Optimization exercise on an open flow, not production practice. RTL: at most simulated, not proved equivalent. Function not checked: run 1. Clock network not from TritonCTS: every run shown here. The clock port is an ideal driver here. Power: default activity.

### flow/flow/run.sh
#!/bin/bash
# Standard ORFS layout with two changes: ports buffered with the smallest
# buffer, and a four-buffer clock tree in place of ORFS's H-tree.
set -euo pipefail
here=$(pwd)
export BUFFER_PORTS_ARGS="-buffer_cell sky130_fd_sc_hd__buf_1"
export PRE_CTS_TCL="$here/flow/clock_tree.tcl"
bash standard.sh > "$here/standard.log" 2>&1
### flow/flow/clock_tree.tcl
# Small clock tree: split the clock sinks into N groups by location and
# drive each group from one clock buffer placed at the group's centre.
proc bbm_clock_tree {ncl cell} {
  set block [ord::get_db_block]
  set clknet [$block findNet clk]
  set sinks {}
  foreach it [$clknet getITerms] {
    set inst [$it getInst]
    set loc [$inst getLocation]
    lappend sinks [list [lindex $loc 0] [lindex $loc 1] "[$inst getName]/[[$it getMTerm] getName]"]
  }
  # recursive bisection along the longer side
  set groups [list $sinks]
  while {[llength $groups] < $ncl} {
    set big 0; set bi 0; set i 0
    foreach g $groups { if {[llength $g] > $big} {set big [llength $g]; set bi $i}; incr i }
    set g [lindex $groups $bi]
    set xs [lsort -integer [lmap s $g {lindex $s 0}]]
    set ys [lsort -integer [lmap s $g {lindex $s 1}]]
    set axis [expr {([lindex $xs end] - [lindex $xs 0]) >= ([lindex $ys end] - [lindex $ys 0]) ? 0 : 1}]
    set g [lsort -integer -index $axis $g]
    set h [expr {[llength $g] / 2}]
    set groups [lreplace $groups $bi $bi [lrange $g 0 [expr {$h - 1}]] [lrange $g $h end]]
  }
  set k 0
  foreach g $groups {
    set sx 0; set sy 0; set pins {}
    foreach s $g { incr sx [lindex $s 0]; incr sy [lindex $s 1]; lappend pins [get_pins [lindex $s 2]] }
    set n [llength $g]
    set cx [expr {$sx / $n / 1000.0}]; set cy [expr {$sy / $n / 1000.0}]
    insert_buffer -buffer_cell $cell -net clk -load_pins $pins -location [list $cx $cy] -buffer_name clkbuf_leaf_$k -net_name clknet_leaf_$k
    incr k
  }
}

# Replace ORFS's clock tree with the small one above: four leaf buffers,
# each driving a quarter of the registers, fed straight from the clock port.
rename clock_tree_synthesis bbm_orfs_clock_tree_synthesis
proc clock_tree_synthesis {args} {
  bbm_clock_tree 4 sky130_fd_sc_hd__clkbuf_16
  set_propagated_clock [all_clocks]
}
### flow/standard.sh
#!/bin/bash
# synth_recipe.tcl (not shown) runs the flow's synth.tcl, then flattens the netlist and writes it again
# the make line also repeats each setting of config.mk as NAME=value (left out here)
make -C /OpenROAD-flow-scripts/flow DESIGN_CONFIG=/design/flow/config.mk WORK_HOME=/design/flow/orfs CLKGATE_MAP_FILE= SYNTH_SCRIPT=/design/flow/synth_recipe.tcl "${@:-finish}"
### flow/config.mk
export PLATFORM = sky130hd
export DESIGN_NAME = bbm_bridge
export DESIGN_NICKNAME = bbm_bridge
export VERILOG_FILES = /design/flow/design.v
export SDC_FILE = /design/flow/constraint.sdc
export NUM_CORES = 4
export LEC_CHECK = 0
export ABC_AREA = 1
export CAP_MARGIN = 20
export CORE_MARGIN = 2
export CORE_UTILIZATION = 40
export SLEW_MARGIN = 20
### flow/constraint.sdc
create_clock -name core_clock -period 10.0 [get_ports {clk}]
set_input_delay 2.0000 -clock core_clock [delete_from_list [all_inputs] [get_ports {clk}]]
set_output_delay 2.0000 -clock core_clock [all_outputs]
set_load 0.01 [all_outputs]
### flow/design.v
module bbm_bridge (
    input  wire       clk,
    input  wire       rst,
    input  wire       in_valid,
    input  wire [7:0] in_data,
    output wire       in_ready,
    output reg        out_valid,
    output reg  [7:0] out_data,
    input  wire       out_ready,
    output reg        scl_oe,
    output reg        sda_oe,
    input  wire       sda_i,
    output reg        spi_cs_n,
    output reg        spi_sck,
    output reg        spi_mosi,
    input  wire       spi_miso
);
    localparam [4:0] H_CMD = 5'd0, H_OP = 5'd1, H_ALEN = 5'd2, H_DEV = 5'd3,
                     H_AH = 5'd4, H_AL = 5'd5, H_LEN = 5'd6,
                     I_START = 5'd7, I_DEV0 = 5'd8, X_AH = 5'd9, X_AL = 5'd10,
                     I_RSTART = 5'd11, I_DEV1 = 5'd12,
                     X_READ = 5'd13, X_PUT = 5'd14, X_NEXT = 5'd15, X_DATA = 5'd16,
                     X_END = 5'd17, I_SETTLE = 5'd18,
                     S_CSA1 = 5'd19, S_WREN = 5'd20, S_CSD1 = 5'd21, S_CSA2 = 5'd22,
                     S_CMD = 5'd23, S_PCSA = 5'd24, S_RDSR = 5'd25, S_SAVE = 5'd26,
                     S_PCSD = 5'd27, S_CHECK = 5'd28;
    localparam [2:0] E_IDLE = 3'd0, E_PRE = 3'd1, E_A = 3'd2, E_B = 3'd3,
                     E_SAMP = 3'd4, E_C = 3'd5, E_DONE = 3'd6, E_PUTW = 3'd7;
    reg [4:0] P;
    reg [2:0] E;
    reg [3:0] dly;
    reg [2:0] bc;
    reg       ackf;
    reg       is_spi, is_read, alen2;
    reg [7:1] dev;
    reg [7:0] ah, al, count;
    wire act  = (dly == 4'd0);
    wire idle = (E == E_IDLE);
    wire hdr  = (P <= H_LEN);
    wire data_st = (P == X_DATA);
    assign in_ready = hdr || (idle && data_st);
    wire in_take = in_valid && in_ready;
    wire last  = (count == 8'd1);
    wire bc0   = (bc == 3'd0);
    wire outfree = !out_valid || out_ready;
    wire c_i = (in_data == 8'h49), c_p = (in_data == 8'h50);
    wire c_r = (in_data == 8'h52), c_w = (in_data == 8'h57);
    wire c_1 = (in_data == 8'd1),  c_2 = (in_data == 8'd2), c_0 = (in_data == 8'd0);
    reg [7:0] wbyte;
    always @(*) begin
        case (P)
            I_DEV0:  wbyte = {dev, 1'b0};
            I_DEV1:  wbyte = {dev, 1'b1};
            X_AH:    wbyte = ah;
            S_WREN:  wbyte = 8'h06;
            S_CMD:   wbyte = {7'h01, is_read};
            S_RDSR:  wbyte = 8'h05;
            default: wbyte = al;
        endcase
    end
    wire wbit = wbyte[bc];
    wire rd   = (P == X_READ);
    wire csd  = (P == S_CSD1) || (P == X_END) || (P == S_PCSD);
    localparam [2:0] K_WAIT = 3'd0, K_ONE = 3'd1, K_START = 3'd2, K_STOP = 3'd3,
                     K_IB = 3'd4, K_CS = 3'd5, K_SB = 3'd6;
    wire [2:0] k_byte = is_spi ? K_SB : K_IB;
    reg [2:0] kind;
    reg [4:0] nextP;
    reg       go;       
    always @(*) begin
        kind  = K_WAIT;
        nextP = 5'bxxxxx;
        go    = 1'b1;
        case (P)
            H_CMD:  begin kind = K_ONE; go = in_valid & (c_i | c_p); nextP = H_OP; end
            H_OP:   begin kind = K_ONE; go = in_valid;
                          nextP = (c_r | c_w) ? (is_spi ? H_AH : H_ALEN) : H_CMD; end
            H_ALEN: begin kind = K_ONE; go = in_valid; nextP = (c_1 | c_2) ? H_DEV : H_CMD; end
            H_DEV:  begin kind = K_ONE; go = in_valid; nextP = H_AH; end
            H_AH:   begin kind = K_ONE; go = in_valid; nextP = H_AL; end
            H_AL:   begin kind = K_ONE; go = in_valid; nextP = H_LEN; end
            H_LEN:  begin kind = K_ONE; go = in_valid;
                          nextP = c_0 ? H_CMD : is_spi ? (is_read ? S_CSA2 : S_CSA1) : I_START; end
            I_START:  begin kind = K_START; nextP = I_DEV0; end
            I_DEV0:   begin kind = K_IB; nextP = X_AH; end
            X_AH:     begin kind = (alen2 | is_spi) ? k_byte : K_ONE; nextP = X_AL; end
            X_AL:     begin kind = k_byte;
                            nextP = is_read ? (is_spi ? X_READ : I_RSTART) : X_DATA; end
            I_RSTART: begin kind = K_START; nextP = I_DEV1; end
            I_DEV1:   begin kind = K_IB; nextP = X_READ; end
            X_READ:   begin kind = k_byte; nextP = is_read ? X_PUT : S_SAVE; end
            X_PUT:    begin kind = K_WAIT; nextP = is_read ? X_NEXT : H_CMD; end
            X_NEXT:   begin kind = K_ONE; nextP = last ? X_END : is_read ? X_READ : X_DATA; end
            X_DATA:   begin kind = k_byte; go = in_valid; nextP = X_NEXT; end
            X_END:    begin kind = is_spi ? K_CS : K_STOP;
                            nextP = is_read ? H_CMD : is_spi ? S_PCSA : I_SETTLE; end
            I_SETTLE: begin kind = K_ONE; go = (count == 8'h91); nextP = X_PUT; end
            S_CSA1:   begin kind = K_CS; nextP = S_WREN; end
            S_WREN:   begin kind = K_SB; nextP = S_CSD1; end
            S_CSD1:   begin kind = K_CS; nextP = S_CSA2; end
            S_CSA2:   begin kind = K_CS; nextP = S_CMD; end
            S_CMD:    begin kind = K_SB; nextP = X_AH; end
            S_PCSA:   begin kind = K_CS; nextP = S_RDSR; end
            S_RDSR:   begin kind = K_SB; nextP = X_READ; end
            S_SAVE:   begin kind = K_ONE; nextP = S_PCSD; end
            S_PCSD:   begin kind = K_CS; nextP = S_CHECK; end
            S_CHECK:  begin kind = K_ONE; nextP = al[0] ? S_PCSA : X_PUT; end
            default:  begin kind = 3'bxxx; go = 1'bx; end
        endcase
    end
    wire k_start = (kind == K_START), k_stop = (kind == K_STOP), k_ib = (kind == K_IB);
    wire k_cs = (kind == K_CS), k_sb = (kind == K_SB);
    wire i2c  = k_start | k_stop | k_ib;
    wire samp = k_sb ? rd : k_ib & (rd ^ ackf);
    wire lastslot = k_sb ? bc0 : ~k_ib | ackf;
    reg [2:0] En;
    reg [3:0] dn;
    reg       adv;
    always @(*) begin
        En  = E;
        dn  = 4'd0;
        adv = 1'b0;
        case (E)
            E_IDLE: if (go) begin
                        if (kind == K_ONE) adv = 1'b1;
                        else if (kind == K_WAIT) En = E_PUTW;
                        else begin En = k_start ? E_PRE : E_A; dn = 4'd1; end
                    end else if (P == I_SETTLE) dn = 4'd8;
            E_PRE:  En = E_A;
            E_A:    begin En = k_cs ? E_DONE : E_B; dn = i2c ? 4'd8 : k_cs ? 4'd0 : rd ? 4'd3 : 4'd4; end
            E_B:    if (samp) begin En = E_SAMP; dn = k_sb ? 4'd4 : 4'd0; end
                    else begin En = E_C; dn = k_sb ? 4'd4 : 4'd8; end
            E_SAMP: begin En = E_C; dn = i2c ? 4'd8 : 4'd0; end
            E_C:    begin
                        dn = i2c ? 4'd8 : 4'd0;
                        if (lastslot) En = E_DONE;
                        else En = (rd & k_ib & ~bc0) ? E_B : E_A;
                    end
            E_DONE: begin En = E_IDLE; adv = 1'b1; end
            default: if (outfree) begin En = E_IDLE; adv = 1'b1; end    
        endcase
    end
    wire issue = act && idle && go && kind != K_ONE && kind != K_WAIT;
    always @(posedge clk) begin
        if (rst) begin
            P         <= H_CMD;
            E         <= E_IDLE;
            dly       <= 4'd0;
            out_valid <= 1'b0;
            scl_oe    <= 1'b0;
            sda_oe    <= 1'b0;
            spi_cs_n  <= 1'b1;
            spi_sck   <= 1'b0;
            spi_mosi  <= 1'b0;
        end else begin
            if (act) begin
                E   <= En;
                dly <= dn;
                if (adv) P <= nextP;
            end else
                dly <= dly - 4'd1;
            if (act && E == E_PUTW && outfree) begin
                out_data  <= is_read ? al : 8'h4B;
                out_valid <= 1'b1;
            end else if (out_valid && out_ready)
                out_valid <= 1'b0;
            if (act) begin
                case (E)
                    E_PRE: sda_oe <= 1'b0;
                    E_A: begin
                        if (k_start) scl_oe <= 1'b0;
                        if (k_stop)  sda_oe <= 1'b1;
                        if (k_ib)    sda_oe <= ackf ? (rd & ~last) : (~rd & ~wbit);
                        if (k_cs)    spi_cs_n <= csd;
                        if (k_sb & ~rd) spi_mosi <= wbit;
                    end
                    E_B: begin
                        if (k_start) sda_oe <= 1'b1;
                        else if (i2c) scl_oe <= 1'b0;
                        if (k_sb) spi_sck <= 1'b1;
                    end
                    E_C: begin
                        if (k_stop) sda_oe <= 1'b0;
                        else if (i2c) scl_oe <= 1'b1;
                        if (k_sb) spi_sck <= 1'b0;
                    end
                    default: ;
                endcase
            end
        end
        if (in_take) begin
            case (P)
                H_CMD: is_spi <= c_p;
                H_OP:  is_read <= c_r;
                H_ALEN: alen2 <= in_data[1];
                H_DEV: dev <= in_data[7:1];
                H_AH:  ah <= in_data;
                H_LEN: count <= in_data;
                default: al <= in_data;    
            endcase
        end
        if (act && E == E_SAMP && rd && !(k_ib && ackf))
            al <= {al[6:0], k_sb ? spi_miso : sda_i};
        if (act && idle && (P == I_SETTLE || P == X_NEXT))
            count <= count - 8'd1;
        if (issue)
            bc <= 3'd7;
        else if (act && E == E_C && !ackf)
            bc <= bc - 3'd1;
        if (issue)
            ackf <= 1'b0;
        else if (act && E == E_C && bc0)
            ackf <= 1'b1;
    end
endmodule
==> impl_metrics.json, run 1 <==
{
  "outcome": "no timing/DRC/antenna violations",
  "vias": 4215,
  "rsz0062_at_grt": "false",
  "ys_ff_latch": 64,
  "synth_most_common_cell": "nand2_1",
  "combPwrFrac_pct": 46.9,
  "r2r_cells": 11,
  "synthToLayoutAreaGrowth_pct": 8.01,
  "dpl.hpwl_mm": 9.58,
  "finalWirelength_mm": 12.2,
  "postRouteAntennaNets": 0,
  "switching_power_uw": 392,
  "antenna_found_initial": 0,
  "die_area_sq_um": 11700,
  "whs_path_depth": 2,
  "finalHoldViolCount": 0,
  "peakVddDrop_mv": 0.0925,
  "whs_ns": 0.462,
  "grt_overflow": 0,
  "seq_area_frac_synth_pct": 39.2,
  "finalSetupTns_ns": 0,
  "hold_buffers": 0,
  "p_total_uw": 900,
  "cp_data_arrival_time_ns": 3.78,
  "fp-row-count": 38,
  "yosysTopAreaCellShare_pct": 29.1,
  "clockPowerShare_pct": 15.6,
  "postSynth.asyncResetShare_pct": 0,
  "synth_cells": 593,
  "design_area_sq_um": 4690,
  "hp-class": "reg -> reg",
  "synth_flop_cell": "edfxtp_1",
  "critPathMaxFanout": 10,
  "viasPerCell": 5.56,
  "gp_congestion": 0.990,
  "pin_count": 29,
  "synth_warnings": 1,
  "post_drt_wl_per_cell_microns": 16.1,
  "maxSlewHeadroom_pct": 23.0,
  "avgSynthCellArea_sq_um": 7.32,
  "p_int_uw": 508,
  "p_leak_nw": 2.06,
  "power.density_nw_per_um2": 192,
  "worst_slack_ns": 6.26,
  "place_inst": 754,
  "synth_fp_nets": 613,
  "final_net_count": 640,
  "seqPwrFrac_pct": 37.5,
  "required_ns": 10.04,
  "clk_pin_slew_ns": 0.08,
  "ys_types": 49,
  "fin_crit_sh_pct": 37.4,
  "cp-end-kind": "flip-flop",
  "synth-edff-count": 42,
  "finalClockSkew_ns": 0.00661,
  "synth_area_leader_cell": "edfxtp_1",
  "fin_cells": 758,
  "p_sw_share_pct": 43.6,
  "start_util_pct": 40.6,
  "synth_top_cells_by_count": "nand2_1, inv_1, nor2_1",
  "core_sq_um": 10700,
  "portBuffers": 28,
  "criticalPathCategory": "in -> reg",
  "drt_iter0_drc": 322,
  "final_util_pct": 43.8,
  "worst_pin_slew_ns": 1.14,
  "cts_resized": 0,
  "route.detailed.drc": 0,
  "startpoint_type": "input port",
  "finalSetupViolCount": 0,
  "timing.final.crit_period_ns": 3.74,
  "grt_pass1_wl_mm": 19.8,
  "post-place-ws_ns": 6.10,
  "dpl-instance-area_sq_um": 4590,
  "detail_route.first_pass.iterations": 5,
  "grt_use_total_pct": 20.9,
  "drive_gt1_share_pct": 8.41,
  "cap_violations": 0,
  "max_clock_freq_mhz": 267,
  "clk_latency_ns": 0.14,
  "ys_top_cells_by_area": "edfxtp_1, nand2_1, dfxtp_1",
  "syn_area_sq_um": 4340,
  "diodes": 0,
  "die_w_microns": 108,
  "maxSlewViolCount": 0,
  "postCtsSetupRepairBufs": 0,
  "grt_pass1_vias": 3911,
  "grt_max_degree": 20,
  "die-height_microns": 108
}
cells by family after synthesis:
| family | Yosys count | synth area share (%) |
|---|---|---|
| AOI/OAI and AO/OA | 99 | 14.0 |
| xor gates and xnor gates | 6 | 1.21 |
| adders and majority gates | 6 | 1.73 |
| buffers and inverters | 98 | 8.91 |
| DFF | 64 | 39.2 |
| and+or+nand+nor | 320 | 34.9 |
critical path, stage by stage:
cell	delay, ns
buf_1	0.16
nor2_1	0.26
nand3_1	0.12
o21ai_0	0.22
nand2_1	0.08
nand4_1	0.09
nand2_1	0.07
nand3_1	0.13
nand2_1	0.11
o21ai_4	0.29
nand3_1	0.12
nand2_1	0.08
nor2_1	0.05
path summary, 6_finish.rpt:
kind	startpoint	to	slack [ns]
worst max-delay path	in_data[2]	P[0]	6.26
worst min register to register	spi_mosi	spi_mosi	0.46
worst max register to register	P[0]	al[0]	6.80
worst min-delay path	spi_mosi	spi_mosi	0.46
cell type report:
class | count | area, sq um
Fill cell | 1137 | 6010
Inverter | 88 | 332
Multi-Input combinational cell | 431 | 2250
Sequential cell | 64 | 1700
Tap cell | 140 | 175
Timing Repair Buffer | 31 | 128
routing by layer:
| layer | vias up | wire [microns] | global-route usage, % |
|---|---|---|---|
| met5 | - | 0 | 0 |
| met4 | 0 | 346 | 4.85 |
| met3 | 25 | 683 | 1.99 |
| met2 | 145 | 5580 | 35.0 |
| met1 | 1971 | 5590 | 29.3 |
| li1 | 2074 | - | - |
layout by cell type, fill, tap and decap left out, drive strengths merged:
cell type  count
nor4           8
ha             6
xnor2          3
nand4         25
nand2        142
inv           86
nor3b          2
nor3          12
o21ai         38
clkbuf         4
nor4b          1
nand3         58
a2111oi        2
a22oi          2
clkinv         2
or2            2
a211oi         2
o211ai         5
o2111ai        2
a211o          1
o31ai          2
or3            1
a21oi         31
buf           31
a31oi          8
xor2           3
o221ai         1
edfxtp        42
a22o           3
a311oi         1
nor2          69
a221oi         1
dfxtp         22
registers in the layout, summed over array words and instances (netlist names), 3 cells and up:
register and flops:
al 8, E 3, count 8, dly 4
bc 3, out_data 8, P 5, dev 7
ah 8
power by group through the flow:
stage	Sequential, mW	Combinational, mW	Clock [mW]
after floorplan	0.334	0.333	0
after global placement	0.343	0.416	0
after detailed placement	0.344	0.419	0
after CTS	0.338	0.420	0.143
after global routing	0.341	0.471	0.151
final	0.338	0.422	0.140
==> run 2: changes to the inputs <==
--- a/flow/design.v
+++ b/flow/design.v
@@ -29,19 +29,20 @@
     reg [4:0] P;
     reg [2:0] E;
     reg [3:0] dly;
-    reg [2:0] bc;
-    reg       ackf;
+    reg [3:0] bc;       
     reg       is_spi, is_read, alen2;
     reg [7:1] dev;
     reg [7:0] ah, al, count;
     wire act  = (dly == 4'd0);
     wire idle = (E == E_IDLE);
-    wire hdr  = (P <= H_LEN);
+    wire hdr  = (P == H_CMD) || (P == H_OP) || (P == H_ALEN) || (P == H_DEV) ||
+                (P == H_AH) || (P == H_AL) || (P == H_LEN);
     wire data_st = (P == X_DATA);
     assign in_ready = hdr || (idle && data_st);
     wire in_take = in_valid && in_ready;
     wire last  = (count == 8'd1);
-    wire bc0   = (bc == 3'd0);
+    wire bc0   = (bc == 4'd0);
+    wire ackf  = bc[3];
     wire outfree = !out_valid || out_ready;
     wire c_i = (in_data == 8'h49), c_p = (in_data == 8'h50);
     wire c_r = (in_data == 8'h52), c_w = (in_data == 8'h57);
@@ -58,7 +59,7 @@
             default: wbyte = al;
         endcase
     end
-    wire wbit = wbyte[bc];
+    wire wbit = wbyte[bc[2:0]];
     wire rd   = (P == X_READ);
     wire csd  = (P == S_CSD1) || (P == X_END) || (P == S_PCSD);
     localparam [2:0] K_WAIT = 3'd0, K_ONE = 3'd1, K_START = 3'd2, K_STOP = 3'd3,
@@ -204,12 +205,8 @@
         if (act && idle && (P == I_SETTLE || P == X_NEXT))
             count <= count - 8'd1;
         if (issue)
-            bc <= 3'd7;
-        else if (act && E == E_C && !ackf)
-            bc <= bc - 3'd1;
-        if (issue)
-            ackf <= 1'b0;
-        else if (act && E == E_C && bc0)
-            ackf <= 1'b1;
+            bc <= 4'd7;
+        else if (act && E == E_C)
+            bc <= bc - 4'd1;
     end
 endmodule
==> flow/flow/run.sh (replaced) <==
#!/bin/bash
# Standard ORFS layout with three changes: a stronger ABC area script for
# the combinational logic, ports buffered with the smallest buffer, and a
# four-buffer clock tree in place of ORFS's H-tree.
set -euo pipefail
here=$(pwd)
export BBM_ABC_SCRIPT="$here/flow/abc_area.script"
export BUFFER_PORTS_ARGS="-buffer_cell sky130_fd_sc_hd__buf_1"
export PRE_CTS_TCL="$here/flow/clock_tree.tcl"
cat flow/abc_override.tcl synth_recipe.tcl > my_synth.tcl
sed "s#$here/synth_recipe.tcl#$here/my_synth.tcl#g" standard.sh > my_standard.sh
grep -q my_synth.tcl my_standard.sh
bash my_standard.sh > "$here/standard.log" 2>&1
==> flow/flow/abc_area.script (new file) <==
strash
&get -n
&deepsyn -T 10
&put
dch -f
amap
topo
stime -c
==> flow/flow/abc_override.tcl (new file) <==
# Map the combinational logic with a stronger area script than ORFS's
# abc_area.script; registers are mapped before ABC and stay as they are.
proc abc {args} {
  set i [lsearch -exact $args -script]
  if {$i >= 0} {
    set args [lreplace $args [expr {$i + 1}] [expr {$i + 1}] $::env(BBM_ABC_SCRIPT)]
  }
  yosys abc {*}$args
}
--- a/flow/flow/clock_tree.tcl
+++ b/flow/flow/clock_tree.tcl
@@ -37,6 +37,6 @@
 # each driving a quarter of the registers, fed straight from the clock port.
 rename clock_tree_synthesis bbm_orfs_clock_tree_synthesis
 proc clock_tree_synthesis {args} {
-  bbm_clock_tree 4 sky130_fd_sc_hd__clkbuf_16
+  bbm_clock_tree 4 sky130_fd_sc_hd__clkbuf_8
   set_propagated_clock [all_clocks]
 }
--- a/flow/config.mk
+++ b/flow/config.mk
@@ -8,5 +8,5 @@
 export ABC_AREA = 1
 export CAP_MARGIN = 20
 export CORE_MARGIN = 2
-export CORE_UTILIZATION = 40
+export CORE_UTILIZATION = 65
 export SLEW_MARGIN = 20
==> run 2 against run 1 <==
Compared with the run above:
- global-route usage increased by 13 points
- largest cell class is now registers
- first-iteration DRC count up 93%
- setup slack lost 1.0 ns
- via count fell by 13%
- sequential share of layout area up 7.4 points
- power down 37%
- combinational power down 64%
- sequential cell count stayed put
- still clean on timing, DRC and antenna
==> impl_metrics.json, run 2 <==
{
  "finalClockSkew_ns": 0.0200,
  "dpl-instance-area_sq_um": 3830,
  "die_w_microns": 78.7,
  "min_from": "scl_oe",
  "syn_area_sq_um": 3620,
  "yosysTopAreaCellShare_pct": 34.8,
  "hp-class": "reg -> reg",
  "route.detailed.drc": 0,
  "timing.final.crit_period_ns": 4.76,
  "grt_overflow": 0,
  "cp_data_arrival_time_ns": 4.54,
  "core_sq_um": 5440,
  "dpl.hpwl_mm": 8.05,
  "grt_use_total_pct": 34.3,
  "die_area_sq_um": 6190,
  "fin_crit_sh_pct": 47.6,
  "maxSlewHeadroom_pct": 28.2,
  "r2r_start": "P[1]",
  "maxSlewViolCount": 0,
  "seq_area_frac_synth_pct": 47.0,
  "p_total_uw": 565,
  "outcome": "no timing/DRC/antenna violations",
  "finalWirelength_mm": 10.5,
  "drt_iter0_drc": 622,
  "ys_types": 41,
  "critPathMaxFanout": 13,
  "ys_ff_latch": 64,
  "final_net_count": 495,
  "startpoint_type": "flip-flop",
  "cts_resized": 0,
  "diodes": 0,
  "grt_max_degree": 17,
  "grt_pass1_vias": 3452,
  "vias": 3673,
  "viasPerCell": 6.73,
  "clk_pin_slew_ns": 0.11,
  "synth_most_common_cell": "nor2_1",
  "postCtsSetupRepairBufs": 0,
  "gp_congestion": 1.12,
  "synth_warnings": 1,
  "portBuffers": 28,
  "hold_buffers": 0,
  "synth_fp_nets": 459,
  "synth_area_leader_cell": "edfxtp_1",
  "criticalPathCategory": "reg -> reg",
  "max_clock_freq_mhz": 210,
  "postSynth.asyncResetShare_pct": 0,
  "fp-row-count": 27,
  "finalSetupTns_ns": 0,
  "rsz0062_at_grt": "false",
  "drive_gt1_share_pct": 1.48,
  "antenna_found_initial": 0,
  "start_util_pct": 66.6,
  "grt_pass1_wl_mm": 16.9,
  "pin_count": 29,
  "post_drt_wl_per_cell_microns": 19.2,
  "synth_cells": 440,
  "cap_violations": 0,
  "power.density_nw_per_um2": 145,
  "p_leak_nw": 1.23,
  "synthToLayoutAreaGrowth_pct": 7.46,
  "cp-startpoint": "P[1]",
  "avgSynthCellArea_sq_um": 8.23,
  "design_area_sq_um": 3890,
  "finalHoldViolCount": 0,
  "final_cell_mix": "nor2_1, clkinv_1, edfxtp_1",
  "final_common_cell": "nor2_1",
  "required_ns": 9.78,
  "finalSetupViolCount": 0,
  "worst_pin_slew_ns": 1.07,
  "detail_route.first_pass.iterations": 8,
  "synth-edff-count": 42,
  "die-height_microns": 78.7,
  "postRouteAntennaNets": 0,
  "synth_flop_cell": "edfxtp_1",
  "ys_top_cells_by_area": "edfxtp_1, dfxtp_1, nor2_1",
  "synth_top_cells_by_count": "nor2_1, clkinv_1, edfxtp_1",
  "cp-end-kind": "flip-flop",
  "peakVddDrop_mv": 0.107,
  "clk_latency_ns": 0.17
}
run 2: cell types whose count changed after synthesis, sizes merged, moves of 6 or more:
cell / previous run / this run
nand3: 58 / 10
o221ai: 1 / 7
nand2: 142 / 37
nor3: 12 / 23
nor2: 69 / 83
o21ai: 38 / 21
nand4: 25 / 4
o22ai: 0 / 16
a221oi: 1 / 7
nor2b: 0 / 7
clkinv: 2 / 69
a21oi: 31 / 25
inv: 86 / 0
run 2: cell families after synthesis:
logic type	after synthesis	synth area share (%)
AO/OA/AOI/OAI	117	21.5
XOR/XNOR	1	0.242
adder cells (fa/ha/maj)	5	1.73
buffers and inverters	69	7.15
flip-flops	64	47.0
AND/OR/NAND/NOR	184	22.5
run 2: final timing paths:
check,endpoint,slack [ns],cells past startpoint
hold reg to reg,scl_oe,0.49,2
setup / recovery,al[3],5.24,15
hold / removal,scl_oe,0.49,2
setup reg to reg,al[3],5.24,15
run 2: where the power goes:
group,internal (mW),total (mW),switching [mW]
clock network,0.0372,0.103,0.0656
registers,0.295,0.311,0.0161
logic,0.0518,0.151,0.0993
run 2: critical path, stage by stage (launching register included):
cell	delay, ns
dfxtp_1	0.63
clkinv_1	0.39
nor2_1	0.24
clkinv_1	0.14
nor2_1	0.25
clkinv_1	0.16
o21ai_0	0.34
nor3_1	0.24
o32ai_1	0.53
or4_1	0.21
nor2_1	0.06
clkinv_1	0.09
nor2_1	0.06
nor2_1	0.14
nand4_1	0.33
o21ai_0	0.54
run 2: layout make-up:
class                      count  area [sq um]
multi-input combinational    307          1670
tap                           72          90.1
sequential                    64          1700
fill                         413          1550
timing repair buffer          30           120
inverter                      69           259
run 2: routing by layer:
metal / global-route usage (%) / part of all wire (%) / vias to the layer above
met4: 12.5 / 5.6 / 0
met5: 0 / 0 / -
met1: 44.6 / 36 / 1624
met3: 6.44 / 13 / 78
met2: 57.2 / 45 / 289
li1: - / - / 1682
run 2: metrics by stage:
stage	hold slack [ns]	setup WS (ns)	instances	utilization [%]
detailed placement	0.474	5.46	542	70.5
CTS	0.494	5.50	546	71.5
floorplan	0.448	6.08	440	-
global placement	0.458	5.57	542	70.5
finish	0.489	5.24	546	71.6
global route	0.504	4.89	546	71.6
==> run 3: changes to the inputs <==
--- a/flow/config.mk
+++ b/flow/config.mk
@@ -8,5 +8,5 @@
 export ABC_AREA = 1
 export CAP_MARGIN = 20
 export CORE_MARGIN = 2
-export CORE_UTILIZATION = 65
+export CORE_UTILIZATION = 80
 export SLEW_MARGIN = 20
==> run 3 against run 2 <==
Compared with the run above:
- still clean on timing, DRC and antenna
- final cell count fell by 3.8%
- worst hold slack got worse by 0.0068 ns
- synthesized cell count did not move
- clock power barely moved
- maximum frequency rose by 1.8%
- sequential cell count did not move
- sequential share of layout area rose by 0.43 points
- first-iteration DRC count rose by 25%
- via count rose by 2.7%
- die area fell by 18%
- cell area fell by 0.96%
- critical path type unchanged
==> impl_metrics.json, run 3 <==
{
  "grt_max_degree": 17,
  "portBuffers": 28,
  "synth_warnings": 1,
  "syn_area_sq_um": 3620,
  "synth_area_leader_cell": "edfxtp_1",
  "whs_ns": 0.482,
  "vias": 3771,
  "yosysTopAreaCellShare_pct": 34.8,
  "final_common_cell": "nor2_1",
  "maxSlewViolCount": 0,
  "p_total_uw": 555,
  "post_drt_wl_per_cell_microns": 19.4,
  "cp-end-kind": "flip-flop",
  "grt_overflow": 0,
  "ys_top_cells_by_area": "edfxtp_1, dfxtp_1, nor2_1",
  "die_w_microns": 71.3,
  "synth_most_common_cell": "nor2_1",
  "avgSynthCellArea_sq_um": 8.23,
  "grt_pass1_wl_mm": 16.3,
  "detail_route.first_pass.iterations": 9,
  "fp-row-count": 24,
  "p_leak_nw": 1.23,
  "cap_violations": 0,
  "clk_latency_ns": 0.16,
  "critPathMaxFanout": 13,
  "seq_area_frac_synth_pct": 47.0,
  "cp_data_arrival_time_ns": 4.70,
  "rsz0062_at_grt": "false",
  "timing.final.crit_period_ns": 4.67,
  "postRouteAntennaNets": 0,
  "dpl.hpwl_mm": 7.77,
  "outcome": "no timing/DRC/antenna violations",
  "final_util_pct": 88.5,
  "required_ns": 10.02,
  "hp-class": "reg -> reg",
  "synth-edff-count": 42,
  "final_cell_mix": "nor2_1, clkinv_1, edfxtp_1",
  "maxSlewHeadroom_pct": 30.9,
  "ys_ff_latch": 64,
  "finalClockSkew_ns": 0.0128,
  "max_clock_freq_mhz": 214,
  "route.detailed.drc": 0,
  "fillCellCount": 219,
  "clk_pin_slew_ns": 0.11,
  "viasPerCell": 7.18,
  "start_util_pct": 83.2,
  "postCtsSetupRepairBufs": 0,
  "antenna_found_initial": 0,
  "drt_iter0_drc": 779,
  "pin_count": 29,
  "startpoint_type": "flip-flop",
  "ys_types": 41,
  "diodes": 0,
  "finalHoldViolCount": 0,
  "synth_flop_cell": "edfxtp_1",
  "finalWirelength_mm": 10.2,
  "finalSetupViolCount": 0,
  "synth_top_cells_by_count": "nor2_1, clkinv_1, edfxtp_1",
  "die_area_sq_um": 5080,
  "worst_pin_slew_ns": 1.03,
  "cts_resized": 0,
  "criticalPathCategory": "reg -> reg",
  "finalSetupTns_ns": 0,
  "peakVddDrop_mv": 0.122,
  "core_sq_um": 4350,
  "final_net_count": 494,
  "synth_fp_nets": 459,
  "hold_buffers": 0,
  "power.density_nw_per_um2": 144,
  "synth_cells": 440,
  "postSynth.asyncResetShare_pct": 0,
  "fin_crit_sh_pct": 46.7,
  "synthToLayoutAreaGrowth_pct": 6.42,
  "grt_use_total_pct": 40.3,
  "grt_pass1_vias": 3517,
  "gp_congestion": 1.18,
  "drive_gt1_share_pct": 1.06,
  "die-height_microns": 71.3
}
[run 3: per-stage QoR]
| stage | std cells | cell area [sq um] | setup WS (ns) |
|---|---|---|---|
| 2_1_floorplan | 440 | 3620 | 6.08 |
| 3_3_place_gp | 521 | 3800 | 5.55 |
| 3_5_place_dp | 521 | 3800 | 5.53 |
| 4_1_cts | 525 | 3850 | 5.49 |
| 5_1_grt | 525 | 3850 | 4.95 |
| 6_report | 525 | 3850 | 5.33 |
[run 3: path summary, 6_finish.rpt]
path	start	cells after the start	slack (ns)	endpoint
hold reg to reg	scl_oe	2	0.48	scl_oe
setup / recovery	P[1]	16	5.33	E[0]
setup reg to reg	P[1]	16	5.33	E[0]
hold / removal	scl_oe	2	0.48	scl_oe
[run 3: cells by family after synthesis]
kind of cell	after synthesis	synth area share (%)
compound gates	117	21.5
fa+ha+maj	5	1.73
flops	64	47.0
buf+inv	69	7.15
simple gates	184	22.5
xor+xnor	1	0.242
[run 3: critical path: stages (launching register included)]
cell and delay, ns:
dfxtp_1 0.57, clkinv_1 0.34, nor2_1 0.23, clkinv_1 0.14
nor2_1 0.29, clkinv_1 0.15, o21ai_0 0.32, nor3_1 0.22
o32ai_1 0.52, clkinv_1 0.39, a21oi_1 0.37, nor2_1 0.07
nor2_1 0.16, clkinv_1 0.15, or3_1 0.34, nor3_1 0.20
a211oi_1 0.06
[run 3: power by group]
part / total, mW / switching (mW) / internal (mW) / leakage, nW
sequential: 0.311 / 0.0162 / 0.295 / 0.557
clock: 0.101 / 0.0643 / 0.0371 / 0.0288
combinational: 0.142 / 0.0945 / 0.0479 / 0.640
[run 3: final cells by class]
type / instances / area [sq um] / area share, %
flip-flops and latches: 64 / 1700 / 44.1
repair buffers: 29 / 113 / 2.92
inverters: 69 / 259 / 6.72
multi-input cells: 307 / 1660 / 43.1
well taps: 52 / 65.1 / 1.69
[run 3: routing by layer]
layer | up-vias | part of all wire (%) | GRT usage, % | wire length [microns]
li1 | 1665 | - | - | -
met1 | 1651 | 35 | 51.5 | 3590
met2 | 361 | 44 | 66.0 | 4530
met3 | 94 | 14 | 10.3 | 1420
met4 | 0 | 6.4 | 16.1 | 651
met5 | - | 0 | 0 | 0
==> run 4: changes to the inputs <==
--- a/flow/flow/clock_tree.tcl
+++ b/flow/flow/clock_tree.tcl
@@ -37,6 +37,6 @@
 # each driving a quarter of the registers, fed straight from the clock port.
 rename clock_tree_synthesis bbm_orfs_clock_tree_synthesis
 proc clock_tree_synthesis {args} {
-  bbm_clock_tree 4 sky130_fd_sc_hd__clkbuf_8
+  bbm_clock_tree 4 sky130_fd_sc_hd__clkbuf_16
   set_propagated_clock [all_clocks]
 }
--- a/flow/config.mk
+++ b/flow/config.mk
@@ -8,5 +8,5 @@
 export ABC_AREA = 1
 export CAP_MARGIN = 20
 export CORE_MARGIN = 2
-export CORE_UTILIZATION = 80
+export CORE_UTILIZATION = 40
 export SLEW_MARGIN = 20
==> run 4 against run 3 <==
Compared with the run above:
- still clean on timing, DRC and antenna
- first-iteration DRC count down 77%
- setup slack worse by 0.087 ns
- sequential share of layout area shrank 1.4 points
- critical path type unchanged
- highest routed layer unchanged
==> impl_metrics.json, run 4 <==
{
  "outcome": "no timing/DRC/antenna violations",
  "drive_gt1_share_pct": 1.47,
  "vias": 3473,
  "hp-class": "reg -> reg",
  "max_clock_freq_mhz": 210,
  "synth_fa_ha_area_share_pct": 1.73,
  "grt_overflow": 0,
  "synthXorXnorAreaFrac_pct": 0.242,
  "avgSynthCellArea_sq_um": 8.23,
  "postRouteAntennaNets": 0,
  "post-place-ws_ns": 5.39,
  "seq_area_frac_synth_pct": 47.0,
  "required_ns": 9.84,
  "ys_top_cells_by_area": "edfxtp_1, dfxtp_1, nor2_1",
  "final_cell_mix": "nor2_1, clkinv_1, edfxtp_1",
  "clk_latency_ns": 0.15,
  "synth_warnings": 1,
  "final_net_count": 496,
  "fin_crit_sh_pct": 47.6,
  "antenna_found_initial": 0,
  "die_area_sq_um": 9830,
  "final_common_cell": "nor2_1",
  "cap_violations": 0,
  "synth_area_leader_cell": "edfxtp_1",
  "postSynth.asyncResetShare_pct": 0,
  "detail_route.first_pass.iterations": 5,
  "synth_fp_nets": 459,
  "worst_slack_ns": 5.24,
  "finalClockSkew_ns": 0.0157,
  "die_w_microns": 99.2,
  "synth_cells": 440,
  "pin_count": 29,
  "maxSlewHeadroom_pct": 28.1,
  "muxShareOfSynthArea_pct": 0,
  "cp_data_arrival_time_ns": 4.60,
  "finalSetupViolCount": 0,
  "post_drt_wl_per_cell_microns": 19.3,
  "yosysTopAreaCellShare_pct": 34.8,
  "yosys.area_share.simple_pct": 22.5,
  "viasPerCell": 5.96,
  "start_util_pct": 41.3,
  "cts_resized": 0,
  "syn_area_sq_um": 3620,
  "maxSlewViolCount": 0,
  "rsz0062_at_grt": "false",
  "power.density_nw_per_um2": 149,
  "synthToLayoutAreaGrowth_pct": 9.95,
  "grt_use_total_pct": 22.8,
  "criticalPathCategory": "reg -> reg",
  "grt_max_degree": 17,
  "synth_most_common_cell": "nor2_1",
  "peakVddDrop_mv": 0.0898,
  "die-height_microns": 99.2,
  "startpoint_type": "flip-flop",
  "worst_pin_slew_ns": 1.07,
  "fp-row-count": 34,
  "synth_top_cells_by_count": "nor2_1, clkinv_1, edfxtp_1",
  "grt_pass1_wl_mm": 18.0,
  "hold_buffers": 0,
  "dpl.hpwl_mm": 8.89,
  "portBuffers": 28,
  "cp-end-kind": "flip-flop",
  "finalSetupTns_ns": 0,
  "ys_types": 41,
  "synth_flop_cell": "edfxtp_1",
  "gp_congestion": 0.998,
  "synth_compound_area_share_pct": 21.5,
  "critPathMaxFanout": 13,
  "finalWirelength_mm": 11.2,
  "route.detailed.drc": 0,
  "finalHoldViolCount": 0,
  "synth-edff-count": 42,
  "core_sq_um": 8760,
  "grt_pass1_vias": 3353,
  "timing.final.crit_period_ns": 4.76,
  "clk_pin_slew_ns": 0.08,
  "ys_ff_latch": 64,
  "diodes": 0,
  "drt_iter0_drc": 183,
  "p_leak_nw": 1.26,
  "postCtsSetupRepairBufs": 0,
  "synth_top_family_by_area": "simple AND/OR/NAND/NOR gates"
}
-- run 4: cell types whose count changed in the layout (fill, tap and decap cells not counted), sizes merged --
cell / change
buf: +1
clkbuf: +1
-- run 4: layout make-up --
| type | instances | area [sq um] |
|---|---|---|
| inverter | 69 | 259 |
| sequential | 64 | 1700 |
| fill | 905 | 4780 |
| multi-input combinational | 307 | 1660 |
| tap | 108 | 135 |
| timing repair buffer | 31 | 125 |
-- run 4: critical path, cell delays in order (launching register included) --
cell and delay, ns:
dfxtp_1 0.60, clkinv_1 0.36, nor2_1 0.23, clkinv_1 0.15, nor2_1 0.28, clkinv_1 0.16, o21ai_0 0.39, nor3_1 0.25
o32ai_1 0.49, or4_1 0.20, nor2_1 0.06, clkinv_1 0.09, nor2_1 0.06, nor2_1 0.14, nand4_1 0.33, o21ai_0 0.38
clkbuf_2 0.28
-- run 4: logic make-up (layout without fill, tap and decap cells) --
kind of cell / after synthesis / count (layout)
compound gates: 117 / 117
xor+xnor: 1 / 1
fa+ha+maj: 5 / 5
buf+inv: 69 / 104
flops: 64 / 64
simple gates: 184 / 184
-- run 4: stage by stage --
step	util (%)	instance area, sq um	hold slack (ns)	std cells	total power [mW]
2_1_floorplan	-	3620	0.448	440	0.416
3_3_place_gp	44.2	3880	0.457	578	0.458
3_5_place_dp	44.2	3880	0.474	578	0.460
4_1_cts	45.4	3980	0.489	582	0.595
5_1_grt	45.4	3980	0.526	583	0.631
6_report	45.4	3980	0.486	583	0.595
-- run 4: metal layers --
metal  up-vias  GRT usage, %  share of wire (%)
met3        22          1.90                6.6
met2       169          37.3                 46
met4         0          5.48                2.7
met1      1600          33.0                 45
li1       1682             -                  -
met5         -             0                  0
-- run 4: worst paths after layout --
kind,startpoint,end,slack (ns),cells past startpoint
hold / removal,scl_oe,scl_oe,0.49,2
setup reg to reg,P[1],al[5],5.24,16
setup / recovery,P[1],al[5],5.24,16
hold reg to reg,scl_oe,scl_oe,0.49,2
-- run 4: power breakdown --
part           switching [mW]  total (mW)  internal, mW
Sequential             0.0162       0.311         0.295
Combinational          0.0961       0.144        0.0482
Clock                  0.0673       0.139        0.0721
==> run 5: changes to the inputs <==
--- a/flow/design.v
+++ b/flow/design.v
@@ -25,7 +25,7 @@
                      S_CMD = 5'd23, S_PCSA = 5'd24, S_RDSR = 5'd25, S_SAVE = 5'd26,
                      S_PCSD = 5'd27, S_CHECK = 5'd28;
     localparam [2:0] E_IDLE = 3'd0, E_PRE = 3'd1, E_A = 3'd2, E_B = 3'd3,
-                     E_SAMP = 3'd4, E_C = 3'd5, E_DONE = 3'd6, E_PUTW = 3'd7;
+                     E_SAMP = 3'd4, E_C = 3'd5, E_DONE = 3'd7, E_PUTW = 3'd6;
     reg [4:0] P;
     reg [2:0] E;
     reg [3:0] dly;
@@ -62,8 +62,8 @@
     wire wbit = wbyte[bc[2:0]];
     wire rd   = (P == X_READ);
     wire csd  = (P == S_CSD1) || (P == X_END) || (P == S_PCSD);
-    localparam [2:0] K_WAIT = 3'd0, K_ONE = 3'd1, K_START = 3'd2, K_STOP = 3'd3,
-                     K_IB = 3'd4, K_CS = 3'd5, K_SB = 3'd6;
+    localparam [2:0] K_WAIT = 3'd0, K_ONE = 3'd6, K_START = 3'd2, K_STOP = 3'd3,
+                     K_IB = 3'd4, K_CS = 3'd5, K_SB = 3'd1;
     wire [2:0] k_byte = is_spi ? K_SB : K_IB;
     reg [2:0] kind;
     reg [4:0] nextP;
--- a/flow/flow/clock_tree.tcl
+++ b/flow/flow/clock_tree.tcl
@@ -37,6 +37,6 @@
 # each driving a quarter of the registers, fed straight from the clock port.
 rename clock_tree_synthesis bbm_orfs_clock_tree_synthesis
 proc clock_tree_synthesis {args} {
-  bbm_clock_tree 4 sky130_fd_sc_hd__clkbuf_16
+  bbm_clock_tree 4 sky130_fd_sc_hd__clkbuf_8
   set_propagated_clock [all_clocks]
 }
--- a/flow/config.mk
+++ b/flow/config.mk
@@ -8,5 +8,5 @@
 export ABC_AREA = 1
 export CAP_MARGIN = 20
 export CORE_MARGIN = 2
-export CORE_UTILIZATION = 40
+export CORE_UTILIZATION = 70
 export SLEW_MARGIN = 20
==> run 5 against run 4 <==
Compared with the run above:
- clock skew grew 0.0041 ns
- sequential share of layout area rose by 1.6 points
- clock power fell by 25%
- via count increased by 2.6%
- combinational power down 3%
- sequential power hardly changed
- cell area shrank 3.7%
- worst hold slack gained 0.0077 ns
==> impl_metrics.json, run 5 <==
{
  "route.detailed.drc": 0,
  "finalClockSkew_ns": 0.0199,
  "cts_resized": 0,
  "r2r_slack_ns": 5.89,
  "finalSetupTns_ns": 0,
  "hold_path_end": "spi_cs_n",
  "post_drt_wl_per_cell_microns": 19.1,
  "p_leak_nw": 1.22,
  "grt_pass1_vias": 3347,
  "portBuffers": 28,
  "peakVddDrop_mv": 0.132,
  "combPwrFrac_pct": 25.0,
  "maxSlewViolCount": 0,
  "antenna_found_initial": 0,
  "min_from": "spi_cs_n",
  "syn_area_sq_um": 3560,
  "finalHoldViolCount": 0,
  "synth_flop_cell": "edfxtp_1",
  "finalWirelength_mm": 9.89,
  "seqPwrFrac_pct": 56.4,
  "seq_area_frac_synth_pct": 47.8,
  "critPathMaxFanout": 13,
  "hold_buffers": 0,
  "outcome": "no timing/DRC/antenna violations",
  "die-height_microns": 75.3,
  "cap_violations": 0,
  "postSynth.asyncResetShare_pct": 0,
  "grt_max_degree": 17,
  "r2r_cells": 12,
  "final_common_cell": "nor2_1",
  "cp_data_arrival_time_ns": 2.19,
  "detail_route.first_pass.iterations": 6,
  "grt_use_total_pct": 37.3,
  "ys_types": 42,
  "synth_area_leader_cell": "edfxtp_1",
  "fp-row-count": 25,
  "p_int_uw": 381,
  "cp-end-kind": "output port",
  "pin_count": 29,
  "fin_cells": 517,
  "clk_latency_ns": 0.17,
  "ys_ff_latch": 64,
  "synth_most_common_cell": "nor2_1",
  "max_clock_freq_mhz": 239,
  "grt_pass1_wl_mm": 16.4,
  "dpl.hpwl_mm": 7.44,
  "grt_overflow": 0,
  "yosysTopAreaCellShare_pct": 35.4,
  "p_sw_share_pct": 31.7,
  "fin_crit_sh_pct": 41.9,
  "synth_top_cells_by_count": "nor2_1, clkinv_1, edfxtp_1",
  "maxSlewHeadroom_pct": 44.2,
  "r2r_start": "P[3]",
  "ys_top_cells_by_area": "edfxtp_1, dfxtp_1, nor2_1",
  "fillCellCount": 330,
  "r2r_end": "al[0]",
  "drive_gt1_share_pct": 1.78,
  "switching_power_uw": 177,
  "die_w_microns": 75.3,
  "synth_warnings": 1,
  "synth-edff-count": 42,
  "clockPowerShare_pct": 18.6,
  "criticalPathCategory": "reg -> out",
  "postRouteAntennaNets": 0,
  "avgSynthCellArea_sq_um": 8.60,
  "power.density_nw_per_um2": 145,
  "required_ns": 8.00,
  "core_sq_um": 4820,
  "hp-class": "reg -> reg",
  "postCtsSetupRepairBufs": 0,
  "synth_cells": 414,
  "gp_congestion": 1.03,
  "whs_path_depth": 2,
  "worst_pin_slew_ns": 0.827,
  "finalSetupViolCount": 0,
  "start_util_pct": 73.9,
  "final_net_count": 472,
  "viasPerCell": 6.89,
  "synth_fp_nets": 434,
  "clk_pin_slew_ns": 0.11,
  "rsz0062_at_grt": "false",
  "startpoint_type": "flip-flop",
  "vias": 3564,
  "die_area_sq_um": 5670,
  "diodes": 0,
  "place_inst": 513,
  "final_cell_mix": "nor2_1, clkinv_1, edfxtp_1",
  "timing.final.crit_period_ns": 4.19,
  "synthToLayoutAreaGrowth_pct": 7.73,
  "drt_iter0_drc": 549
}
## run 5: routing by layer
layer / up-vias / track usage, % / routed length (microns)
li1: 1634 / - / -
met1: 1596 / 51.6 / 3830
met2: 287 / 60.6 / 4500
met3: 47 / 6.88 / 1210
met4: 0 / 10.5 / 342
met5: - / 0 / 0
## run 5: logic make-up (layout without fill, tap and decap cells)
family	count (synthesis)	after routing	synth area share, %
adder cells (fa/ha/maj)	6	6	2.11
buffers and inverters	58	94	6.12
AND/OR/NAND/NOR	165	165	20.8
flip-flops	64	64	47.8
AO/OA/AOI/OAI	121	121	23.1
## run 5: area by class of cell
cell class	instances	area (sq um)	share of cell area, %
tap	67	83.8	2.19
sequential	64	1700	44.4
timing repair buffer	32	135	3.52
multi-input combinational	292	1640	42.8
inverter	58	218	5.68
## run 5: worst max-delay path by stage
stage                from  endpoint  cells after the start
6_report             P[2]  in_ready                      8
3_5_place_dp   in_data[2]      E[0]                     12
3_3_place_gp   in_data[0]      E[0]                     11
2_1_floorplan      dly[0]  count[0]                      8
5_1_grt              P[3]     al[0]                     12
4_1_cts              P[2]  in_ready                      8
## run 5: worst max-delay path, stage by stage, from the launching register on
cell      delay [ns]
dfxtp_1         0.59
clkinv_1        0.40
nor2_1          0.24
clkinv_1        0.15
nor2_1          0.15
a211oi_1        0.08
nand2_1         0.10
o41ai_1         0.13
buf_1           0.17
## run 5: through the flow
step | power (mW) | area [sq um] | utilization (%) | worst slack (ns) | hold WS (ns)
after floorplan | 0.410 | 3560 | - | 6.00 | 0.443
after CTS | 0.547 | 3830 | 79.6 | 5.92 | 0.486
after global routing | 0.578 | 3830 | 79.6 | 5.43 | 0.522
after global placement | 0.448 | 3780 | 78.5 | 5.95 | 0.460
final | 0.557 | 3830 | 79.6 | 5.81 | 0.494
after detailed placement | 0.451 | 3780 | 78.5 | 5.92 | 0.467
## run 5: power groups by stage
stage                     logic (mW)  clock network, mW  registers (mW)
after CTS                      0.133              0.101           0.313
after global routing           0.151              0.111           0.316
after global placement         0.130                  0           0.319
after floorplan               0.0965                  0           0.314
after detailed placement       0.132                  0           0.319
final                          0.140              0.104           0.314
==> run 6: changes to the inputs <==
==> flow/flow/abc_area.script (replaced) <==
strash
&get -n
&deepsyn -T 10
&put
dch -f
amap -F 10 -A 30 -C 1000
topo
stime -c
--- a/flow/config.mk
+++ b/flow/config.mk
@@ -6,7 +6,7 @@
 export NUM_CORES = 4
 export LEC_CHECK = 0
 export ABC_AREA = 1
-export CAP_MARGIN = 20
+export CAP_MARGIN = 0
 export CORE_MARGIN = 2
 export CORE_UTILIZATION = 70
-export SLEW_MARGIN = 20
+export SLEW_MARGIN = 0
==> run 6 against run 5 <==
Compared with the run above:
- largest power group unchanged
- power shrank 1.6%
- synthesized cell count decreased by 1.2%
- die area decreased by 0.99%
- via count is 0.22% lower
- maximum frequency is 24% lower
- clock skew up 0.0059 ns
- cell area decreased by 1.6%
- utilization fell by 0.76 points
- routed wire length is 0.12% higher
- first-iteration DRC count increased by 8.6%
==> impl_metrics.json, run 6 <==
{
  "p_leak_nw": 1.16,
  "final_common_cell": "clkinv_1",
  "syn_area_sq_um": 3520,
  "worst_pin_slew_ns": 1.14,
  "path_cells": "clkinv_1, nor2_1, a21oi_1, o311ai_0, clkinv_1, o221ai_1, clkinv_1, nand2_1, nand2_1, nor3_1, clkinv_1, o21ai_0",
  "dpl.hpwl_mm": 7.55,
  "yosysTopAreaCellShare_pct": 35.8,
  "finalSetupTns_ns": 0,
  "core_sq_um": 4790,
  "post_drt_wl_per_cell_microns": 19.4,
  "portBuffers": 28,
  "die_area_sq_um": 5620,
  "required_ns": 9.78,
  "synth_most_common_cell": "clkinv_1",
  "finalSetupViolCount": 0,
  "grt_overflow": 0,
  "cts_resized": 0,
  "start_util_pct": 73.6,
  "synth_flop_cell": "edfxtp_1",
  "maxSlewHeadroom_pct": 23.5,
  "maxSlewViolCount": 0,
  "fin_crit_sh_pct": 54.8,
  "vias": 3556,
  "startpoint_type": "flip-flop",
  "detail_route.first_pass.iterations": 6,
  "grt_use_total_pct": 36.4,
  "diodes": 0,
  "route.detailed.drc": 0,
  "finalClockSkew_ns": 0.0257,
  "clk_pin_slew_ns": 0.12,
  "rsz0062_at_grt": "false",
  "fp-row-count": 25,
  "ys_ff_latch": 64,
  "antenna_found_initial": 0,
  "crit_top_cell": "clkinv_1",
  "synthToLayoutAreaGrowth_pct": 7.14,
  "drt_iter0_drc": 596,
  "cp-end-kind": "flip-flop",
  "worst_slack_ns": 4.52,
  "final_cell_mix": "clkinv_1, nor2_1, nand2_1",
  "postSynth.asyncResetShare_pct": 0,
  "timing.final.crit_period_ns": 5.48,
  "hp-class": "reg -> reg",
  "synth_cells": 409,
  "grt_pass1_vias": 3296,
  "gp_congestion": 1.07,
  "grt_max_degree": 17,
  "postCtsSetupRepairBufs": 0,
  "synth_top_cells_by_count": "clkinv_1, nor2_1, nand2_1",
  "ys_top_cells_by_area": "edfxtp_1, dfxtp_1, clkinv_1",
  "multi_input_area_sq_um": 1620,
  "finalHoldViolCount": 0,
  "synth-edff-count": 42,
  "drive_gt1_share_pct": 1.13,
  "die-height_microns": 74.9,
  "avgSynthCellArea_sq_um": 8.61,
  "peakVddDrop_mv": 0.104,
  "outcome": "no timing/DRC/antenna violations",
  "regArea_sq_um": 1700,
  "clk_latency_ns": 0.17,
  "pin_count": 29,
  "synth_fp_nets": 429,
  "viasPerCell": 6.99,
  "max_stage_delay_ns": 0.78,
  "final_net_count": 464,
  "cap_violations": 0,
  "criticalPathCategory": "reg -> reg",
  "max_clock_freq_mhz": 182,
  "ys_types": 37,
  "fillCellCount": 339,
  "grt_pass1_wl_mm": 15.9,
  "cp_slowest_cell": "nor3_1",
  "die_w_microns": 74.9,
  "postRouteAntennaNets": 0,
  "power.density_nw_per_um2": 145,
  "cp_data_arrival_time_ns": 5.26,
  "finalWirelength_mm": 9.90,
  "hold_buffers": 0,
  "seq_area_frac_synth_pct": 48.3,
  "post-place-ws_ns": 4.84,
  "critPathMaxFanout": 14,
  "synth_area_leader_cell": "edfxtp_1",
  "synth_warnings": 1
}
[run 6: cell count changes after synthesis, sizes merged, moves of 5 or more]
| cell | before | now |
|---|---|---|
| a21oi | 17 | 24 |
| a31oi | 8 | 13 |
| nand2 | 35 | 47 |
| nand4 | 9 | 3 |
| nor2 | 67 | 50 |
| nor3 | 18 | 31 |
| o32ai | 5 | 0 |
[run 6: area by class of cell]
| class | instances | area share, % |
|---|---|---|
| sequential | 64 | 45.1 |
| tap | 67 | 2.22 |
| inverter | 54 | 5.37 |
| multi-input combinational | 291 | 42.9 |
| timing repair buffer | 29 | 2.98 |
[run 6: power breakdown]
part           total (mW)  switching (mW)  internal (mW)
clock network       0.104          0.0668         0.0372
logic               0.131          0.0885         0.0429
registers           0.313          0.0178          0.295
[run 6: routing by layer]
layer / share of wire [%] / GRT usage [%] / routed length (microns) / up-vias
met4: 3.7 / 10.9 / 367 / 0
met5: 0 / 0 / 0 / -
met2: 46 / 59.1 / 4520 / 312
met3: 13 / 4.95 / 1270 / 52
li1: - / - / - / 1608
met1: 38 / 51.2 / 3740 / 1584
[run 6: worst paths after layout]
path              startpoint  endpoint  slack [ns]  depth (start not counted)
hold reg to reg     spi_mosi  spi_mosi        0.46                          2
setup / recovery        P[0]     al[5]        4.52                         12
setup reg to reg        P[0]     al[5]        4.52                         12
hold / removal      spi_mosi  spi_mosi        0.46                          2
[run 6: worst max-delay path: cells and delay by family (launching register included)]
kind                   cells  cell delay [ns]
buffers and inverters      4             1.26
and+or+nand+nor            4             1.58
DFF                        1             0.62
AOI/OAI and AO/OA          4             1.64
[run 6: cells by family (layout without fill, tap and decap cells)]
group,Yosys count,in the layout,share of synthesized area (%)
compound gates,123,123,23.2
fa+ha+maj,6,6,2.13
buf+inv,54,87,5.75
flops,64,64,48.3
simple gates,162,162,20.6
[run 6: through the flow]
stage                     hold WS [ns]  power, mW  util, %  instance area [sq um]  std cells
after floorplan                  0.443      0.404        -                   3520        409
after global placement           0.442      0.436     77.7                   3720        505
after detailed placement         0.450      0.443     77.7                   3720        505
after CTS                        0.465      0.540     78.8                   3770        509
after global routing             0.519      0.569     78.8                   3770        509
final                            0.463      0.549     78.8                   3770        509
==> run 7: changes to the inputs <==
--- a/flow/design.v
+++ b/flow/design.v
@@ -17,15 +17,15 @@
 );
     localparam [4:0] H_CMD = 5'd0, H_OP = 5'd1, H_ALEN = 5'd2, H_DEV = 5'd3,
                      H_AH = 5'd4, H_AL = 5'd5, H_LEN = 5'd6,
-                     I_START = 5'd7, I_DEV0 = 5'd8, X_AH = 5'd9, X_AL = 5'd10,
-                     I_RSTART = 5'd11, I_DEV1 = 5'd12,
-                     X_READ = 5'd13, X_PUT = 5'd14, X_NEXT = 5'd15, X_DATA = 5'd16,
+                     I_START = 5'd7, I_DEV0 = 5'd8, X_AH = 5'd9, X_AL = 5'd12,
+                     I_RSTART = 5'd11, I_DEV1 = 5'd10,
+                     X_READ = 5'd13, X_PUT = 5'd14, X_NEXT = 5'd16, X_DATA = 5'd15,
                      X_END = 5'd17, I_SETTLE = 5'd18,
                      S_CSA1 = 5'd19, S_WREN = 5'd20, S_CSD1 = 5'd21, S_CSA2 = 5'd22,
                      S_CMD = 5'd23, S_PCSA = 5'd24, S_RDSR = 5'd25, S_SAVE = 5'd26,
                      S_PCSD = 5'd27, S_CHECK = 5'd28;
-    localparam [2:0] E_IDLE = 3'd0, E_PRE = 3'd1, E_A = 3'd2, E_B = 3'd3,
-                     E_SAMP = 3'd4, E_C = 3'd5, E_DONE = 3'd7, E_PUTW = 3'd6;
+    localparam [2:0] E_IDLE = 3'd0, E_A = 3'd2, E_B = 3'd3,
+                     E_SAMP = 3'd5, E_C = 3'd4, E_DONE = 3'd6, E_PUTW = 3'd1;
     reg [4:0] P;
     reg [2:0] E;
     reg [3:0] dly;
@@ -62,8 +62,8 @@
     wire wbit = wbyte[bc[2:0]];
     wire rd   = (P == X_READ);
     wire csd  = (P == S_CSD1) || (P == X_END) || (P == S_PCSD);
-    localparam [2:0] K_WAIT = 3'd0, K_ONE = 3'd6, K_START = 3'd2, K_STOP = 3'd3,
-                     K_IB = 3'd4, K_CS = 3'd5, K_SB = 3'd1;
+    localparam [2:0] K_WAIT = 3'd0, K_ONE = 3'd6, K_START = 3'd2, K_STOP = 3'd1,
+                     K_IB = 3'd3, K_CS = 3'd5, K_SB = 3'd4;
     wire [2:0] k_byte = is_spi ? K_SB : K_IB;
     reg [2:0] kind;
     reg [4:0] nextP;
@@ -112,7 +112,7 @@
     wire k_start = (kind == K_START), k_stop = (kind == K_STOP), k_ib = (kind == K_IB);
     wire k_cs = (kind == K_CS), k_sb = (kind == K_SB);
     wire i2c  = k_start | k_stop | k_ib;
-    wire samp = k_sb ? rd : k_ib & (rd ^ ackf);
+    wire samp = k_sb ? rd : k_start | k_ib & (rd ^ ackf);
     wire lastslot = k_sb ? bc0 : ~k_ib | ackf;
     reg [2:0] En;
     reg [3:0] dn;
@@ -125,16 +125,17 @@
             E_IDLE: if (go) begin
                         if (kind == K_ONE) adv = 1'b1;
                         else if (kind == K_WAIT) En = E_PUTW;
-                        else begin En = k_start ? E_PRE : E_A; dn = 4'd1; end
+                        else if (k_sb & rd) begin En = E_B; dn = 4'd5; end
+                        else begin En = E_A; dn = 4'd1; end
                     end else if (P == I_SETTLE) dn = 4'd8;
-            E_PRE:  En = E_A;
-            E_A:    begin En = k_cs ? E_DONE : E_B; dn = i2c ? 4'd8 : k_cs ? 4'd0 : rd ? 4'd3 : 4'd4; end
-            E_B:    if (samp) begin En = E_SAMP; dn = k_sb ? 4'd4 : 4'd0; end
+            E_A:    begin En = k_cs ? E_DONE : E_B; dn = k_start | k_cs ? 4'd0 : i2c ? 4'd8 : 4'd4; end
+            E_B:    if (samp) begin En = E_SAMP; dn = k_sb ? 4'd4 : k_start ? 4'd8 : 4'd0; end
                     else begin En = E_C; dn = k_sb ? 4'd4 : 4'd8; end
             E_SAMP: begin En = E_C; dn = i2c ? 4'd8 : 4'd0; end
             E_C:    begin
                         dn = i2c ? 4'd8 : 4'd0;
                         if (lastslot) En = E_DONE;
+                        else if (rd & k_sb) begin En = E_B; dn = 4'd4; end
                         else En = (rd & k_ib & ~bc0) ? E_B : E_A;
                     end
             E_DONE: begin En = E_IDLE; adv = 1'b1; end
@@ -167,19 +168,16 @@
                 out_valid <= 1'b0;
             if (act) begin
                 case (E)
-                    E_PRE: sda_oe <= 1'b0;
                     E_A: begin
-                        if (k_start) scl_oe <= 1'b0;
-                        if (k_stop)  sda_oe <= 1'b1;
-                        if (k_ib)    sda_oe <= ackf ? (rd & ~last) : (~rd & ~wbit);
-                        if (k_cs)    spi_cs_n <= csd;
-                        if (k_sb & ~rd) spi_mosi <= wbit;
+                        if (i2c)  sda_oe <= k_ib ? (ackf ? (rd & ~last) : (~rd & ~wbit)) : k_stop;
+                        if (k_cs) spi_cs_n <= csd;
+                        if (k_sb) spi_mosi <= wbit;
                     end
                     E_B: begin
-                        if (k_start) sda_oe <= 1'b1;
-                        else if (i2c) scl_oe <= 1'b0;
+                        if (i2c)  scl_oe <= 1'b0;
                         if (k_sb) spi_sck <= 1'b1;
                     end
+                    E_SAMP: if (k_start) sda_oe <= 1'b1;
                     E_C: begin
                         if (k_stop) sda_oe <= 1'b0;
                         else if (i2c) scl_oe <= 1'b1;
--- a/flow/config.mk
+++ b/flow/config.mk
@@ -9,4 +9,5 @@
 export CAP_MARGIN = 0
 export CORE_MARGIN = 2
 export CORE_UTILIZATION = 70
+export GPL_TIMING_DRIVEN = 0
 export SLEW_MARGIN = 0
==> run 7 against run 6 <==
Compared with the run above:
- still clean
- synthesized cell count decreased by 0.49%
- synthesized area decreased by 0.82%
- final cell count decreased by 0.59%
- sequential share of layout area increased by 0.44 points
- critical path depth increased by 2
- combinational power decreased by 11%
- critical endpoint is now P[4]
==> impl_metrics.json, run 7 <==
{
  "synth-edff-count": 42,
  "viasPerCell": 6.99,
  "finalSetupTns_ns": 0,
  "synth_cells": 407,
  "r2r_cells": 15,
  "cap_violations": 0,
  "postSynth.asyncResetShare_pct": 0,
  "cts_resized": 0,
  "drive_gt1_share_pct": 0.911,
  "synth_top_cells_by_count": "nor2_1, clkinv_1, edfxtp_1",
  "whs_path_depth": 2,
  "grt_pass1_wl_mm": 15.2,
  "final_common_cell": "nor2_1",
  "ys_top_cells_by_area": "edfxtp_1, dfxtp_1, nor2_1",
  "ys_ff_latch": 64,
  "rsz0062_at_grt": "false",
  "switching_power_uw": 153,
  "clk_pin_slew_ns": 0.11,
  "core_sq_um": 4750,
  "die_w_microns": 74.6,
  "finalSetupViolCount": 0,
  "clk_latency_ns": 0.16,
  "finalClockSkew_ns": 0.0116,
  "avgSynthCellArea_sq_um": 8.58,
  "finalHoldViolCount": 0,
  "fin_crit_sh_pct": 51.4,
  "required_ns": 10.06,
  "ys_types": 38,
  "synth_most_common_cell": "nor2_1",
  "portBuffers": 28,
  "vias": 3535,
  "dpl.hpwl_mm": 7.31,
  "timing.final.crit_period_ns": 5.14,
  "max_clock_freq_mhz": 195,
  "drt_iter0_drc": 600,
  "seqPwrFrac_pct": 57.9,
  "finalWirelength_mm": 9.63,
  "fillCellCount": 347,
  "clockPowerShare_pct": 19.8,
  "r2r_slack_ns": 5.01,
  "synth_fp_nets": 425,
  "postCtsSetupRepairBufs": 0,
  "peakVddDrop_mv": 0.0824,
  "grt_max_degree": 17,
  "combPwrFrac_pct": 22.3,
  "cp-end-kind": "flip-flop",
  "final_net_count": 459,
  "detail_route.first_pass.iterations": 10,
  "regArea_sq_um": 1700,
  "multi_input_area_sq_um": 1560,
  "criticalPathCategory": "in -> reg",
  "worst_pin_slew_ns": 1.25,
  "hp-class": "reg -> reg",
  "hold_path_end": "dly[3]",
  "die_area_sq_um": 5570,
  "route.detailed.drc": 0,
  "grt_pass1_vias": 3190,
  "synth_warnings": 1,
  "start_util_pct": 73.5,
  "post_drt_wl_per_cell_microns": 19.0,
  "gp_congestion": 1.03,
  "seq_area_frac_synth_pct": 48.7,
  "yosysTopAreaCellShare_pct": 36.1,
  "syn_area_sq_um": 3490,
  "antenna_found_initial": 0,
  "pin_count": 29,
  "die-height_microns": 74.6,
  "p_leak_nw": 1.16,
  "r2r_start": "P[3]",
  "synthToLayoutAreaGrowth_pct": 6.98,
  "outcome": "no timing/DRC/antenna violations",
  "r2r_end": "P[4]",
  "cp_data_arrival_time_ns": 5.20,
  "hold_buffers": 0,
  "grt_overflow": 0,
  "final_util_pct": 78.6,
  "synth_flop_cell": "edfxtp_1",
  "min_from": "dly[3]",
  "synth_area_leader_cell": "edfxtp_1",
  "fp-row-count": 25,
  "critPathMaxFanout": 6,
  "power.density_nw_per_um2": 140,
  "maxSlewViolCount": 0,
  "final_cell_mix": "nor2_1, clkinv_1, edfxtp_1",
  "p_sw_share_pct": 29.3,
  "diodes": 0,
  "postRouteAntennaNets": 0,
  "startpoint_type": "input port",
  "maxSlewHeadroom_pct": 15.7,
  "grt_use_total_pct": 35.3,
  "p_int_uw": 370
}
## run 7: metal layers
| layer | part of all wire [%] | vias up | global-route usage (%) |
|---|---|---|---|
| li1 | - | 1585 | - |
| met1 | 38 | 1577 | 48.1 |
| met5 | 0 | - | 0 |
| met3 | 14 | 60 | 6.56 |
| met2 | 45 | 313 | 58.2 |
| met4 | 3.5 | 0 | 10.5 |
## run 7: cell type report
type	count	share of cell area, %
flip-flops and latches	64	45.5
well taps	67	2.24
multi-input cells	281	41.7
repair buffers	28	2.81
inverters	62	6.23
## run 7: metrics by stage
| stage | setup WS [ns] | cell area, sq um | cells | power, mW | hold slack, ns |
|---|---|---|---|---|---|
| after detailed placement | 4.92 | 3680 | 502 | 0.420 | 0.478 |
| after global placement | 4.99 | 3680 | 502 | 0.416 | 0.453 |
| after global routing | 4.69 | 3740 | 506 | 0.541 | 0.512 |
| after floorplan | 5.95 | 3490 | 407 | 0.390 | 0.447 |
| after CTS | 5.09 | 3740 | 506 | 0.517 | 0.494 |
| final | 4.86 | 3740 | 506 | 0.523 | 0.492 |
## run 7: worst max-delay path by stage
stage | cells past startpoint | to | slack (ns) | start
5_1_grt | 15 | P[4] | 4.69 | P[3]
6_report | 14 | P[4] | 4.86 | in_data[3]
3_5_place_dp | 14 | P[4] | 4.92 | in_data[3]
4_1_cts | 8 | in_ready | 5.09 | P[3]
2_1_floorplan | 13 | P[4] | 5.95 | in_data[3]
3_3_place_gp | 14 | P[4] | 4.99 | in_data[3]
## run 7: cells by family (layout without fill, tap and decap cells)
group,after synthesis,after routing,synth area share [%]
buf+inv,62,94,6.66
simple gates,147,147,18.8
fa+ha+maj,4,4,1.43
compound gates,130,130,24.4
flops,64,64,48.7
## run 7: critical path, cell delays in order
cell,delay [ns]
buf_1,0.22
clkinv_1,0.24
nand3_1,0.16
nor4_1,0.08
a21oi_1,0.15
o21ai_0,0.11
a31oi_1,0.32
nor3_1,0.09
o311ai_0,1.03
clkinv_1,0.24
o21ai_0,0.22
nor2_1,0.11
o21ai_0,0.16
a21oi_1,0.06
## run 7: power by group through the flow
| stage | Clock (mW) | Combinational [mW] | Sequential [mW] |
|---|---|---|---|
| floorplan | 0 | 0.0839 | 0.306 |
| global placement | 0 | 0.108 | 0.308 |
| detailed placement | 0 | 0.112 | 0.308 |
| CTS | 0.102 | 0.113 | 0.302 |
| global route | 0.109 | 0.128 | 0.304 |
| finish | 0.104 | 0.117 | 0.303 |
